From an optimization exercise on the open Yosys and OpenROAD flow, aimed at small area, a short achievable clock period and few clock cycles; shortcuts taken in it are not production practice.
Only simulation tests tie the RTL to the original design; equivalence was not proved.

run A:
// avchrd
module avchrd (
    input  wire        clk,
    input  wire        rst,
    input  wire        we,
    input  wire [5:0]  waddr,
    input  wire [31:0] wdata,
    input  wire        cmd_valid,
    input  wire [2:0]  cmd,
    input  wire [5:0]  raddr,
    output reg  [31:0] rdata,
    output wire        busy,
    output wire [2:0]  err
);
    localparam [2:0] C_NOP = 3'd0, C_CLR = 3'd1, C_SER = 3'd2, C_DES = 3'd3,
                     C_RND = 3'd4, C_TOTXT = 3'd5, C_FROMTXT = 3'd6;
    localparam [2:0] E_NONE = 3'd0, E_UNDERFLOW = 3'd1, E_MISSING = 3'd2,
                     E_MALFORMED = 3'd3, E_ILLEGAL = 3'd4;
    localparam [1:0] A_ABSENT = 2'd0, A_OK = 2'd1, A_BAD = 2'd2;
    reg        rec_hmv, rec_ffr, rec_tpoc, rec_p2d;
    reg        rec_n_set, rec_k_set, rec_t_set;
    reg [31:0] rec_n, rec_k, rec_t;
    reg [7:0]  ibuf [0:15];
    reg [4:0]  ilen;
    reg [1:0]  ob_form;
    reg        ob_hmv, ob_ffr, ob_tpoc, ob_p2d;
    reg [31:0] ob_a, ob_k, ob_t;
    reg [1:0]  cons;
    reg [2:0]  err_r;
    reg [1:0]  attr_kind [0:6];
    reg        attr_bval [0:6];    
    reg [31:0] attr_ival [1:3];    
    reg        tq_valid;           
    reg        tq_h1, tq_clk, tq_tick, tq_flg;    
    reg [3:0]  tq_pay;             
    reg        tq_c;               
    reg [4:0]  tq_xlen;            
    reg [2:0]  tq_xoff;            
    reg [7:0]  tq [2:15];
    assign busy = 1'b0;
    assign err  = err_r;
    wire acc = cmd_valid;
    wire hwe = we;
    wire        d_ip = ibuf[0][0];
    wire        d_c  = ibuf[1][7];
    wire [7:0]  d_fb = !d_ip ? ibuf[1] : (d_c ? ibuf[14] : ibuf[6]);
    wire [31:0] d_w2 = {ibuf[2], ibuf[3], ibuf[4], ibuf[5]};
    wire [31:0] d_w6 = {ibuf[6], ibuf[7], ibuf[8], ibuf[9]};
    wire [31:0] d_wa = {ibuf[10], ibuf[11], ibuf[12], ibuf[13]};
    wire        d_ok = !d_ip ? (ilen >= 5'd2) :
                       (d_c ? (ilen >= 5'd15) : (ilen >= 5'd7));
    wire       r_h1   = (ilen >= 5'd1);
    wire       r_clk  = d_ip & d_c & (ilen >= 5'd10);
    wire       r_tick = d_ip & (d_c ? (ilen >= 5'd14) : (ilen >= 5'd6));
    wire       r_flg  = !d_ip ? (ilen >= 5'd2) :
  ...
For scale: roughly 3800 cells after synthesis, roughly 590 flip-flops, roughly 32000 sq um of cells after synthesis.
Settings: LEC_CHECK=0, ABC_AREA=1, CAP_MARGIN=40, CELL_PAD_IN_SITES_DETAIL_PLACEMENT=1, CELL_PAD_IN_SITES_GLOBAL_PLACEMENT=2, CORE_MARGIN=2, CORE_UTILIZATION=60, SETUP_SLACK_MARGIN=3.5, SLEW_MARGIN=40; clock period 8.0 ns.
run.sh (not shown) runs the stock make flow with config.mk's settings and CLKGATE_MAP_FILE= SYNTH_SCRIPT=/design/flow/synth_recipe.tcl, a recipe that flattens the netlist after the stock synthesis.
Run A: aborted in 3_1_place_gp_skip_io (tool error)
Testbench counts of run A, summed over its fixed seeds: cycles 46,172.
Input-level comparison between run B and run A:
Settings: ABC_AREA removed (was 1).
==> run notes <==
Run A: aborted in 3_1_place_gp_skip_io (tool error). Flow for run B halted at 5_1_grt, error code GRT-0232. Mean area per synthesized cell, run B and run A, higher one = run B. Combinational family with the most area after synthesis: simple AND/OR/NAND/NOR gates -> run A, compound AO/OA/AOI/OAI gates -> run B. Going from run A to run B, synthesized area shrinks by 800 sq um. Run B ended up with a higher share of the yosys chip area belonging to registers than run A did.
Here is what was changed in the inputs of run C compared with run B.
Settings: changing SETUP_SLACK_MARGIN from 3.5 to 4.0; changing CORE_UTILIZATION from 60 to 30; setting ABC_CLOCK_PERIOD_IN_PS to 4000 for the first time.
Results
- Run B | ERROR | 5_1_grt
- Run C went all the way through the flow, and no timing, DRC or antenna check failed.
- Cmp run C vs run B: number of gates given a new drive strength after cts higher in run C
- Of run C and run B, the higher height of the chip belongs to run C.
- As far as xor/xnor share of the synthesized area goes, run B and run C are indistinguishable; the numbers are identical.
- Number of CTS-inserted buffers came out higher on run C than on run B.
- Comparing run B against run C, there is no change at all in total of buffers placed on input and output ports.
[inputs] run D vs run C
Settings: CAP_MARGIN: 40 -> 20; SLEW_MARGIN: 40 -> 20; CORE_UTILIZATION: 30 -> 45; ABC_CLOCK_PERIOD_IN_PS: 4000 -> unset; SETUP_SLACK_MARGIN: 4.0 -> 3.0.
==> run notes <==
When run D is set beside run C, its die outline area turns out to be 35000 sq um smaller.
Fmax came out lower on run D than on run C.
Number of vias in the routed layout, run D vs run C: up by a few percent
Going from run C to run D, pin count of the biggest net entering global routing climbed 36%; non-clock buffer instance count of the final layout rose by 2.3%.
Modified inputs, run E compared to run D
Settings: changing CORE_UTILIZATION from 45 to 30; changing SETUP_SLACK_MARGIN from 3.0 to 3.5; setting ABC_CLOCK_PERIOD_IN_PS to 4500 for the first time; changing SLEW_MARGIN from 20 to 40; changing CAP_MARGIN from 20 to 40.
Notes after the runs:
When the final numbers for run D and run E were put side by side, the worst setup slack turned out to be smaller in run D. In the metrics for run D and run E, the one carrying the higher maximum number of pins on one net before global-route repair is run E. Delta (run E minus run D): post-placement worst setup slack grew by 340 ps; remaining max-slew budget at the tightest pin grew by 25 points. Of run D and run E, the run reporting the higher global-route wire length before repair was run E. Total wire length after detailed routing grows by a few percent when moving from run D to run E. For run D, the startpoint of the most critical setup path was raddr[3], unlike run E, where it was raddr[0]. Non-clock buffer count (run E over run D): decrease, 13%.

[static timing again, ports no longer ideal]
Ports are ideal in the flow. The routed layouts listed here were re-timed in OpenROAD.
Step 1: set_driving_cell puts a clkbuf_16 on clk and a buf_2 on each other input, an assumption about the parent block.
Step 2, shift: input delay + t, output delay - t, t = (earliest + latest rising clock arrival at the registers) / 2. This alone moves slack from input paths to output paths.
Three values: no drivers, after step 1, after step 2; two values: the first two.
| run | t, ns | setup WS [ns] | hold slack, ns | latest minus earliest clock arrival (ns) |
|---|---|---|---|---|
| run C | 0.722 | 2.452 / 2.217 / 2.217 | 0.445 / 0.445 / 0.445 | 0.033 / 0.034 |
| run D | 0.686 | 2.411 / 2.232 / 2.232 | 0.444 / 0.444 / 0.444 | 0.027 / 0.026 |
| run E | 0.728 | 2.568 / 2.282 / 2.282 | 0.443 / 0.443 / 0.443 | 0.033 / 0.034 |
After both steps setup and hold are still met in every run listed. For run E, which loses most, drivers alone change the setup slack by -0.286 ns; drivers and shift together by -0.286 ns.
